Context: an optimization exercise on an open-source flow, tuned for small area, a short achievable clock period and few clock cycles. The choices shown serve that exercise and are no tape-out recipe. RTL that was checked went through simulation tests only; none was proved equivalent to the original. Power figures rest on the tool's default switching activity, not on a simulated workload.

==> job 656 <==
==> flow/design.v <==
module tile_addr_gen (
    input  wire        clk,
    input  wire        rst,
    input  wire        start,
    input  wire [15:0] img_w,
    input  wire [15:0] img_h,
    input  wire [15:0] tile_w,
    input  wire [15:0] tile_h,
    input  wire [15:0] meta_w,
    input  wire [15:0] meta_h,
    input  wire        do_seq,
    input  wire [31:0] pix_len,
    output reg         addr_valid,
    output reg  [31:0] addr,
    input  wire        addr_ready,
    output wire        busy,
    output reg         done,
    output reg  [3:0]  err,
    output reg  [15:0] err_info
);
    localparam S_IDLE  = 2'd0;
    localparam S_SETUP = 2'd1;
    localparam S_RUN   = 2'd2;
    localparam OP_PIX1 = 3'd0;   
    localparam OP_DW   = 3'd1;   
    localparam OP_DMW  = 3'd2;   
    localparam OP_DH   = 3'd3;   
    localparam OP_DMH  = 3'd4;   
    localparam OP_PIX0 = 3'd5;   
    localparam OP_E4   = 3'd6;   
    localparam OP_E2   = 3'd7;   
    reg [1:0]  state;
    reg [2:0]  op;
    reg [3:0]  step;
    reg [15:0] tw, th, mw, mh;
    reg        seq;
    reg [15:0] E2;       
    reg [15:0] E4;       
    reg [31:0] T1;       
    reg [31:0] MO;       
    reg [15:0] x, y, i, j, mx, my, nmx;    
    reg        yfirst, jfirst;
    reg        aneg, abig;                 
    reg        e1, rx, ry, rmx, rmy;
    assign busy = (state != S_IDLE);
    genvar k;
    wire [15:0] acc = MO[31:16];
    wire [15:0] ex  = MO[15:0];
    wire [15:0] ey  = mx;
    wire        mc  = (op == OP_PIX1) || (op == OP_PIX0) || (op == OP_E4) || (op == OP_E2);
    reg  [15:0] eop;
    always @(*) begin
        case (op)
            OP_PIX1: eop = E4;
            OP_DMW:  eop = mw;
            OP_DH:   eop = th;
            OP_DMH:  eop = mh;
            OP_E4:   eop = mw;
            default: eop = tw;
        endcase
    end
    wire [16:0] sh   = {acc, ex[15]};
    wire [15:0] sub  = (!mc || ey[15]) ? eop : 16'd0;
    wire [17:0] t;
    wire [17:0] tb;    
    assign tb[0] = 1'b0;
    generate for (k = 0; k < 17; k = k + 1) begin : g_sub
        wire sb = (k < 16) ? sub[k] : 1'b0;
        assign t[k]    = sh[k] ^ sb ^ tb[k];
        assign tb[k+1] = (~sh[k] & sb) | (tb[k] & ~(sh[k] ^ sb));
    end endgenerate
    assign t[17] = tb[17];
    wire        tneg = t[17];
    wire        frozen = aneg | abig;
    wire [15:0] acc_n = !mc ? (tneg ? sh[15:0] : t[15:0])
                            : ((frozen || tneg || t[16]) ? acc : t[15:0]);
    wire [15:0] ex_n  = {ex[14:0], ~mc & ~tneg};
    wire        aneg_n = aneg | (~frozen & mc & tneg);
    wire        abig_n = abig | (~frozen & mc & ~tneg & t[16]);
    wire        last_step = (step == 4'd15);
    wire        rem_n = (acc_n != 16'd0);
    wire x1 = (x  == 16'd1);
    wire y1 = (y  == 16'd1);
    wire i1 = (i  == 16'd1);
    wire j1 = (j  == 16'd1);
    wire m1 = (mx == 16'd1);
    wire n1 = (my == 16'd1);
    wire wx  = x1;
    wire wy  = wx & y1;
    wire wi  = wy & i1;
    wire wj  = wi & j1;
    wire wmx = wj & m1;
    wire wmy = wmx & n1;
    wire capt = wx & yfirst;
    wire capm = capt & i1 & jfirst;
    reg [31:0] ga;
    reg [15:0] gb;
    always @(*) begin
        ga = addr; gb = 16'd0;
        if (wx) begin
            if (!wy)       gb = E2;
            else if (!wi)  ga = capt ? addr : T1;
            else if (!wj)  gb = E4;
            else if (!wmx) ga = capm ? addr : MO;
        end
    end
    wire [31:0] gsum;
    wire [32:0] gc;
    assign gc[0] = 1'b1;
    generate for (k = 0; k < 32; k = k + 1) begin : g_add
        if (k < 16) begin : lo
            assign gsum[k]  = ga[k] ^ gb[k] ^ gc[k];
            assign gc[k+1]  = (ga[k] & gb[k]) | (gc[k] & (ga[k] ^ gb[k]));
        end else begin : hi
            assign gsum[k]  = ga[k] ^ gc[k];
            assign gc[k+1]  = ga[k] & gc[k];
        end
    end endgenerate
    reg [15:0] dsel;
    always @(*) begin
        if (!wx)       dsel = x;
        else if (!wy)  dsel = y;
        else if (!wi)  dsel = i;
        else if (!wj)  dsel = j;
        else if (!wmx) dsel = mx;
        else           dsel = my;
    end
    wire [15:0] dsub;
    wire [16:0] db;
    assign db[0] = 1'b1;
    generate for (k = 0; k < 16; k = k + 1) begin : g_dec
        assign dsub[k]  = dsel[k] ^ db[k];
        assign db[k+1]  = db[k] & ~dsel[k];
    end endgenerate
    wire gstep = state[1] & addr_ready;
    wire zero_w = (E2 == 16'd0);
    wire zero_h = (E4 == 16'd0);
    always @(posedge clk) begin
        if (rst) begin
            state      <= S_IDLE;
            done       <= 1'b0;
            addr_valid <= 1'b0;
            err        <= 4'd0;
            err_info   <= 16'd0;
        end else begin
            done <= 1'b0;
            case (state)
            S_IDLE: begin
                tw   <= tile_w;
                th   <= tile_h;
                mw   <= do_seq ? meta_w : 16'd1;
                mh   <= do_seq ? meta_h : 16'd1;
                seq  <= do_seq;
                E2   <= img_w;
                E4   <= img_h;
                T1   <= pix_len;
                MO   <= pix_len;
                mx   <= img_w;
                aneg <= 1'b0;
                abig <= 1'b0;
                op   <= OP_PIX1;
                step <= 4'd0;
                if (start) state <= S_SETUP;
            end
            S_SETUP: begin
                step <= step + 4'd1;
                MO   <= {acc_n, ex_n};
                mx   <= {ey[14:0], 1'b0};
                aneg <= aneg_n;
                abig <= abig_n;
                if (last_step) begin
                    case (op)
                    OP_PIX1: begin
                        e1 <= aneg_n;
                        if (aneg_n) begin
                            MO   <= T1;
                            mx   <= th;
                            aneg <= 1'b0;
                            abig <= 1'b0;
                            op   <= OP_PIX0;
                        end else begin
                            MO <= {16'd0, E2};
                            op <= OP_DW;
                        end
                    end
                    OP_DW: begin
                        rx <= rem_n;
                        MO <= {16'd0, ex_n};
                        if (seq) op <= OP_DMW;
                        else begin
                            nmx <= ex_n;
                            MO  <= {16'd0, E4};
                            op  <= OP_DH;
                        end
                    end
                    OP_DMW: begin
                        rmx <= rem_n;
                        nmx <= ex_n;
                        MO  <= {16'd0, E4};
                        op  <= OP_DH;
                    end
                    OP_DH, OP_DMH: begin
                        MO <= {16'd0, ex_n};
                        if (op == OP_DH) ry <= rem_n;
                        if (seq && op == OP_DH) op <= OP_DMH;
                        else begin
                            my   <= ex_n;
                            aneg <= 1'b0;
                            abig <= 1'b0;
                            if (rx || (op == OP_DH ? rem_n : ry) || tw == 16'd0 || th == 16'd0 ||
                                (seq && (mw == 16'd0 || mh == 16'd0 || rmx || rem_n)) ||
                                zero_w || zero_h) begin
                                if (op == OP_DMH) rmy <= rem_n; else rmy <= 1'b0;
                                if (op == OP_DH) ry <= rem_n;
                                MO <= T1;
                                mx <= th;
                                op <= OP_PIX0;
                            end else begin
                                MO <= {16'd0, E2};
                                mx <= tw;
                                op <= OP_E4;
                            end
                        end
                    end
                    OP_PIX0: begin
                        done  <= 1'b1;
                        state <= S_IDLE;
                        if (aneg_n || e1) begin
                            err      <= 4'd2;
                            err_info <= {15'd0, ~aneg_n};
                        end else if (rx || ry || tw == 16'd0 || th == 16'd0) begin
                            err      <= 4'd1;
                            err_info <= 16'd0;
                        end else if (seq && (mw == 16'd0 || mh == 16'd0 || rmx || rmy)) begin
                            err      <= 4'd1;
                            err_info <= 16'd1;
                        end else begin
                            err      <= 4'd0;
                        end
                    end
                    OP_E4: begin
                        E4   <= acc_n;
                        MO   <= {16'd0, E2};
                        mx   <= 16'd1;
                        aneg <= 1'b0;
                        abig <= 1'b0;
                        op   <= OP_E2;
                    end
                    default: begin   
                        E2     <= acc_n;
                        addr   <= 32'd0;
                        addr_valid <= 1'b1;
                        x      <= tw;
                        y      <= th;
                        i      <= mw;
                        j      <= mh;
                        mx     <= nmx;
                        yfirst <= 1'b1;
                        jfirst <= 1'b1;
                        err    <= 4'd0;
                        state  <= S_RUN;
                    end
                    endcase
                end
            end
            default: begin   
                if (capt) T1 <= addr;
                if (capm) MO <= addr;
                if (gstep) begin
                    if (wmy) begin
                        addr_valid <= 1'b0;
                        done       <= 1'b1;
                        state      <= S_IDLE;
                    end else begin
                        addr <= gsum;
                        x <= wx ? tw : dsub;
                        if (wx) y  <= wy  ? th  : dsub;
                        if (wy) i  <= wi  ? mw  : dsub;
                        if (wi) j  <= wj  ? mh  : dsub;
                        if (wj) mx <= wmx ? nmx : dsub;
                        if (wmx) my <= dsub;
                        if (wy) yfirst <= 1'b1; else if (wx) yfirst <= 1'b0;
                        if (wj) jfirst <= 1'b1; else if (wi) jfirst <= 1'b0;
                    end
                end
            end
            endcase
        end
    end
endmodule
==> flow/run.sh <==
#!/bin/bash
# synth_recipe.tcl (not shown) runs the flow's synth.tcl, then flattens the netlist and writes it again
# the make line also repeats each setting of config.mk as NAME=value (left out here)
make -C /OpenROAD-flow-scripts/flow DESIGN_CONFIG=/design/flow/config.mk WORK_HOME=/design/flow/orfs CLKGATE_MAP_FILE= SYNTH_SCRIPT=/design/flow/synth_recipe.tcl finish
==> flow/config.mk <==
export PLATFORM = sky130hd
export DESIGN_NAME = tile_addr_gen
export DESIGN_NICKNAME = tile_addr_gen
export VERILOG_FILES = /design/flow/design.v
export SDC_FILE = /design/flow/constraint.sdc
export NUM_CORES = 4
export LEC_CHECK = 0
export CAP_MARGIN = 20
export CORE_MARGIN = 2
export CORE_UTILIZATION = 40
export SLEW_MARGIN = 20
==> flow/constraint.sdc <==
create_clock -name core_clock -period 34.0 [get_ports {clk}]
set_input_delay 6.8000 -clock core_clock [delete_from_list [all_inputs] [get_ports {clk}]]
set_output_delay 6.8000 -clock core_clock [all_outputs]
set_load 0.01 [all_outputs]
==> job 7114: changes against job 656 <==
==> flow/design.v, changed modules only <==
module tile_addr_gen (
    input  wire        clk,
    input  wire        rst,
    input  wire        start,
    input  wire [15:0] img_w,
    input  wire [15:0] img_h,
    input  wire [15:0] tile_w,
    input  wire [15:0] tile_h,
    input  wire [15:0] meta_w,
    input  wire [15:0] meta_h,
    input  wire        do_seq,
    input  wire [31:0] pix_len,
    output reg         addr_valid,
    output reg  [31:0] addr,
    input  wire        addr_ready,
    output wire        busy,
    output reg         done,
    output reg  [3:0]  err,
    output reg  [15:0] err_info
);
    localparam S_IDLE  = 2'b00;
    localparam S_SETUP = 2'b01;    
    localparam S_RUN   = 2'b11;    
    localparam OP_PIX1 = 3'd0;   
    localparam OP_DW   = 3'd1;   
    localparam OP_DMW  = 3'd2;   
    localparam OP_DH   = 3'd3;   
    localparam OP_DMH  = 3'd4;   
    localparam OP_PIX0 = 3'd5;   
    localparam OP_E4   = 3'd6;   
    localparam OP_E2   = 3'd7;   
    reg [1:0]  state;
    reg [2:0]  op;
    reg [3:0]  step;
    reg [15:0] tw, th, mw, mh;
    reg        seq;
    reg [15:0] E2;       
    reg [15:0] E4;       
    reg [31:0] T1;       
    reg [31:0] MO;       
    reg [15:0] x, y, i, j, mx, my, nmx;    
    reg        fx, fy, fi, fj, fm, fn;     
    reg        yfirst, jfirst;
    reg        aneg, abig;                 
    reg        e1, rx, ry, rmx, rmy;
    assign busy = state[0];
    genvar k;
    wire [15:0] acc = MO[31:16];
    wire [15:0] ex  = MO[15:0];
    wire [15:0] ey  = mx;
    wire        mc  = (op == OP_PIX1) || (op == OP_PIX0) || (op == OP_E4) || (op == OP_E2);
    reg  [15:0] eop;
    always @(*) begin
        case (op)
            OP_PIX1: eop = E4;
            OP_DMW:  eop = mw;
            OP_DH:   eop = th;
            OP_DMH:  eop = mh;
            OP_E4:   eop = mw;
            default: eop = tw;
        endcase
    end
    wire        last_step = (step == 4'd15);
    wire [16:0] sh   = {acc, ex[15]};
    wire [15:0] sub  = (!mc || (op == OP_E2 ? last_step : ey[15])) ? eop : 16'd0;
    wire [17:0] t    = {1'b0, sh} - {2'b0, sub};
    wire        tneg = t[17];
    wire        frozen = aneg | abig;
    wire [15:0] acc_n = !mc ? (tneg ? sh[15:0] : t[15:0])
                            : ((frozen || tneg || t[16]) ? acc : t[15:0]);
    wire [15:0] ex_n  = {ex[14:0], ~mc & ~tneg};
    wire        aneg_n = aneg | (~frozen & mc & tneg);
    wire        abig_n = abig | (~frozen & mc & ~tneg & t[16]);
    wire        rem_n = (acc_n != 16'd0);
    wire        skip8 = (step == 4'd0) &&
                        (mc ? ((ey[15:8] == 8'd0) || (op == OP_E2)) : (ex[15:8] == 8'd0));
    wire wx  = fx;
    wire wy  = wx & fy;
    wire wi  = wy & fi;
    wire wj  = wi & fj;
    wire wmx = wj & fm;
    wire wmy = wmx & fn;
    wire capt = wx & yfirst;
    wire capm = capt & fi & jfirst;
    reg [31:0] ga;
    reg [15:0] gb;
    always @(*) begin
        ga = addr; gb = 16'd0;
        if (wx) begin
            if (!wy)       gb = E2;
            else if (!wi)  ga = capt ? addr : T1;
            else if (!wj)  gb = E4;
            else if (!wmx) ga = capm ? addr : MO;
        end
    end
    wire [16:0] glo = {1'b0, ga[15:0]} + {1'b0, gb} + 17'd1;
    wire [15:0] s_lo = glo[15:0];
    wire        c16 = glo[16];
    wire [16:0] pa;             
    assign pa[0] = 1'b1;
    wire [15:0] s_hi;
    generate for (k = 0; k < 16; k = k + 1) begin : g_inc
        assign s_hi[k]  = ga[16+k] ^ (c16 & pa[k]);
        assign pa[k+1]  = pa[k] & ga[16+k];
    end endgenerate
    wire [31:0] gsum = {s_hi, s_lo};
    reg [15:0] dsel;
    always @(*) begin
        if (!wx)       dsel = x;
        else if (!wy)  dsel = y;
        else if (!wi)  dsel = i;
        else if (!wj)  dsel = j;
        else if (!wmx) dsel = mx;
        else           dsel = my;
    end
    wire [15:0] dsub;
    wire [16:0] db;
    assign db[0] = 1'b1;
    generate for (k = 0; k < 16; k = k + 1) begin : g_dec
        assign dsub[k]  = dsel[k] ^ db[k];
        assign db[k+1]  = db[k] & ~dsel[k];
    end endgenerate
    wire dsub1 = (dsub == 16'd1);
    wire tw1 = (tw == 16'd1);
    wire th1 = (th == 16'd1);
    wire mw1 = (mw == 16'd1);
    wire mh1 = (mh == 16'd1);
    wire nmx1 = (nmx == 16'd1);
    wire gstep = state[1] & addr_ready;
    wire zero_w = (E2 == 16'd0);
    wire zero_h = (E4 == 16'd0);
    always @(posedge clk) begin
        begin
            done <= 1'b0;
            case (state)
            S_IDLE: begin
                tw   <= tile_w;
                th   <= tile_h;
                mw   <= do_seq ? meta_w : 16'd1;
                mh   <= do_seq ? meta_h : 16'd1;
                seq  <= do_seq;
                E2   <= img_w;
                E4   <= img_h;
                T1   <= pix_len;
                MO   <= pix_len;
                mx   <= img_w;
                aneg <= 1'b0;
                abig <= 1'b0;
                op   <= OP_PIX1;
                step <= 4'd0;
                if (start) state <= S_SETUP;
            end
            S_SETUP: begin
                if (skip8) begin
                    step <= 4'd8;
                    MO   <= {acc[7:0], ex[15:0], 8'd0};
                    mx   <= {ey[7:0], 8'd0};
                    abig <= (acc[15:8] != 8'd0);
                end else begin
                    step <= step + 4'd1;
                    MO   <= {acc_n, ex_n};
                    mx   <= {ey[14:0], 1'b0};
                    aneg <= aneg_n;
                    abig <= abig_n;
                end
                if (last_step) begin
                    case (op)
                    OP_PIX1: begin
                        e1 <= aneg_n;
                        if (aneg_n) begin
                            MO   <= T1;
                            mx   <= th;
                            aneg <= 1'b0;
                            abig <= 1'b0;
                            op   <= OP_PIX0;
                        end else begin
                            MO <= {16'd0, E2};
                            op <= OP_DW;
                        end
                    end
                    OP_DW: begin
                        rx <= rem_n;
                        MO <= {16'd0, ex_n};
                        if (seq) op <= OP_DMW;
                        else begin
                            nmx <= ex_n;
                            MO  <= {16'd0, E4};
                            op  <= OP_DH;
                        end
                    end
                    OP_DMW: begin
                        rmx <= rem_n;
                        nmx <= ex_n;
                        MO  <= {16'd0, E4};
                        op  <= OP_DH;
                    end
                    OP_DH, OP_DMH: begin
                        MO <= {16'd0, ex_n};
                        if (op == OP_DH) ry <= rem_n;
                        if (seq && op == OP_DH) op <= OP_DMH;
                        else begin
                            my   <= ex_n;
                            fn   <= (ex_n == 16'd1);
                            aneg <= 1'b0;
                            abig <= 1'b0;
                            if (rx || (op == OP_DH ? rem_n : ry) || tw == 16'd0 || th == 16'd0 ||
                                (seq && (mw == 16'd0 || mh == 16'd0 || rmx || rem_n)) ||
                                zero_w || zero_h) begin
                                if (op == OP_DMH) rmy <= rem_n; else rmy <= 1'b0;
                                if (op == OP_DH) ry <= rem_n;
                                MO <= T1;
                                mx <= th;
                                op <= OP_PIX0;
                            end else begin
                                MO <= {16'd0, E2};
                                mx <= tw;
                                op <= OP_E4;
                            end
                        end
                    end
                    OP_PIX0: begin
                        done  <= 1'b1;
                        state <= S_IDLE;
                        if (aneg_n || e1) begin
                            err      <= 4'd2;
                            err_info <= {15'd0, ~aneg_n};
                        end else if (rx || ry || tw == 16'd0 || th == 16'd0) begin
                            err      <= 4'd1;
                            err_info <= 16'd0;
                        end else if (seq && (mw == 16'd0 || mh == 16'd0 || rmx || rmy)) begin
                            err      <= 4'd1;
                            err_info <= 16'd1;
                        end else begin
                            err      <= 4'd0;
                        end
                    end
                    OP_E4: begin
                        E4   <= acc_n;
                        MO   <= {16'd0, E2};
                        aneg <= 1'b0;
                        abig <= 1'b0;
                        op   <= OP_E2;
                    end
                    default: begin   
                        E2     <= acc_n;
                        addr   <= 32'd0;
                        addr_valid <= 1'b1;
                        x      <= tw;
                        y      <= th;
                        i      <= mw;
                        j      <= mh;
                        mx     <= nmx;
                        fx     <= tw1;
                        fy     <= th1;
                        fi     <= mw1;
                        fj     <= mh1;
                        fm     <= nmx1;
                        yfirst <= 1'b1;
                        jfirst <= 1'b1;
                        err    <= 4'd0;
                        state  <= S_RUN;
                    end
                    endcase
                end
            end
            default: begin   
                if (capt) T1 <= addr;
                if (capm) MO <= addr;
                if (gstep) begin
                    if (wmy) begin
                        addr_valid <= 1'b0;
                        done       <= 1'b1;
                        state      <= S_IDLE;
                    end else begin
                        addr <= gsum;
                        x  <= wx ? tw : dsub;
                        fx <= wx ? tw1 : dsub1;
                        if (wx) begin y <= wy ? th  : dsub; fy <= wy ? th1  : dsub1; end
                        if (wy) begin i <= wi ? mw  : dsub; fi <= wi ? mw1  : dsub1; end
                        if (wi) begin j <= wj ? mh  : dsub; fj <= wj ? mh1  : dsub1; end
                        if (wj) begin mx <= wmx ? nmx : dsub; fm <= wmx ? nmx1 : dsub1; end
                        if (wmx) begin my <= dsub; fn <= dsub1; end
                        if (wy) yfirst <= 1'b1; else if (wx) yfirst <= 1'b0;
                        if (wj) jfirst <= 1'b1; else if (wi) jfirst <= 1'b0;
                    end
                end
            end
            endcase
        end
        if (rst) begin
            state      <= S_IDLE;
            done       <= 1'b0;
            addr_valid <= 1'b0;
        end
    end
endmodule
==> flow/flow/run.sh (new file) <==
#!/bin/bash
# Layout flow: the standard ORFS flow (standard.sh), with the port
# buffers made from small fast cells: sky130_fd_sc_hd__buf_1 on the inputs
# (inserted by the standard buffer_ports call) and sky130_fd_sc_hd__buf_2 on
# the outputs (inserted by flow/outbuf.tcl at the start of the resize step).
# The whole make output goes to standard_flow.log; ORFS keeps each step's log
# under orfs/logs.
set -euo pipefail
here=$(pwd)
bash standard.sh \
  BUFFER_PORTS_ARGS="-inputs -buffer_cell sky130_fd_sc_hd__buf_1" \
  PRE_RESIZE_TCL="$here/flow/outbuf.tcl" \
  finish > standard_flow.log 2>&1
==> flow/flow/outbuf.tcl (new file) <==
buffer_ports -outputs -buffer_cell sky130_fd_sc_hd__buf_2
==> flow/standard.sh (new file) <==
#!/bin/bash
# synth_recipe.tcl (not shown) runs the flow's synth.tcl, then flattens the netlist and writes it again
# the make line also repeats each setting of config.mk as NAME=value (left out here)
make -C /OpenROAD-flow-scripts/flow DESIGN_CONFIG=/design/flow/config.mk WORK_HOME=/design/flow/orfs CLKGATE_MAP_FILE= SYNTH_SCRIPT=/design/flow/synth_recipe.tcl "${@:-finish}"
removed: flow/run.sh
==> job 6008: changes against job 656 <==
==> flow/flow/run.sh (new file) <==
#!/bin/bash
# Layout flow: the standard ORFS flow, with the port buffers made from
# sky130_fd_sc_hd__buf_4 instead of the default buffer cell.
set -euo pipefail
bash standard.sh BUFFER_PORTS_ARGS="-buffer_cell sky130_fd_sc_hd__buf_4" finish > standard_flow.log 2>&1
==> flow/standard.sh (new file) <==
#!/bin/bash
# synth_recipe.tcl (not shown) runs the flow's synth.tcl, then flattens the netlist and writes it again
# the make line also repeats each setting of config.mk as NAME=value (left out here)
make -C /OpenROAD-flow-scripts/flow DESIGN_CONFIG=/design/flow/config.mk WORK_HOME=/design/flow/orfs CLKGATE_MAP_FILE= SYNTH_SCRIPT=/design/flow/synth_recipe.tcl "${@:-finish}"
removed: flow/run.sh
==> qor summary <==
| item | job 6008 | job 7114 | job 656 |
|---|---|---|---|
| Run status | complete, no violations | complete, no violations | complete, no violations |
| Synth Cell Area | 19600 sq um | 21400 sq um | 19600 sq um |
| Reg2Reg Capture Point | addr[31]$_SDFFCE_PP0P_ | MO[1]$_DFF_P_ | addr[31]$_SDFFCE_PP0P_ |
| Count of flip-flops and latches | 328 | 334 | 328 |
| Critical path capture point | addr[31]$_SDFFCE_PP0P_ | busy | addr[31]$_SDFFCE_PP0P_ |
| Invs w/o clock | 51 | 75 | 51 |
| Vias in the first global route | 16900 | 18200 | 17200 |
| Number of flops mapped to enable cells by yosys | 321 | 298 | 321 |
| Required @ worst endpoint | 34290 ps | 27200 ps | 34300 ps |
| Total GRT Usage | 32.8% | 29.6% | 33.4% |
| Pin count of the biggest net entering global routing | 74 | 82 | 66 |
| Reg2reg setup slack | 20850 ps | 25870 ps | 20740 ps |
| Power density relative to cell area | 49.1 nW/um^2 | 67.0 nW/um^2 | 48.1 nW/um^2 |
| Number of fillers in the final layout | 4568 | 5056 | 4501 |
| Non-clk bufs | 214 | 213 | 218 |
| Die Y-Extent | 226 um | 235 um | 226 um |
| Via/cell ratio | 6.58 | 6.41 | 6.73 |
| Final total power | 1.11 mW | 1.60 mW | 1.11 mW |
| Post-synthesis share of cell area spent on and, or, nand and nor gates | 14.7% | 16.0% | 14.7% |
| Power in sequential cells | 0.513 mW | 0.587 mW | 0.513 mW |
| DRT Pass-1 Iters | 10 | 7 | 7 |
| Antenna diode instance count | 0 | 1 | 0 |
Testbench counts of job 656, summed over its fixed seeds: cycles 192,216.
Testbench counts of job 6008, summed over its fixed seeds: cycles 192,216.
The RTL of job 7114 was laid out without a check of its function.

## afterwards: timing with drivers on the ports
How much do the figures lean on ideal ports? The routed layouts below were timed once more, with nothing changed but the port constraints.
Step 1 (the two cells are an assumption about what drives the block):
set clk [get_ports {clk}]
set_driving_cell -lib_cell sky130_fd_sc_hd__clkbuf_16 $clk
set_driving_cell -lib_cell sky130_fd_sc_hd__buf_2 [delete_from_list [all_inputs] $clk]
Step 2 times the ports against the registers' clock, not the clock port: input delays grow and output delays shrink by t, the midpoint of the rising clock arrivals with the driver on.
a / b / c = ideal / step 1 / step 2; a / b = the first two.
| run | shift t [ns] | slack for setup (ns) | worst slew at a driven data input, ns | pins driven straight from the clock port |
|---|---|---|---|---|
| job 656 | 0.623 | 20.744 / 20.744 / 20.744 | 0.06 | 1 |
| job 7114 | 0.627 | 25.827 / 25.764 / 25.236 | 0.10 | 1 |
| job 6008 | 0.615 | 20.851 / 20.851 / 20.851 | 0.05 | 1 |
After both steps setup and hold are still met in every run listed. For job 7114, which loses most, drivers alone change the setup slack by -0.063 ns; drivers and shift together by -0.591 ns.
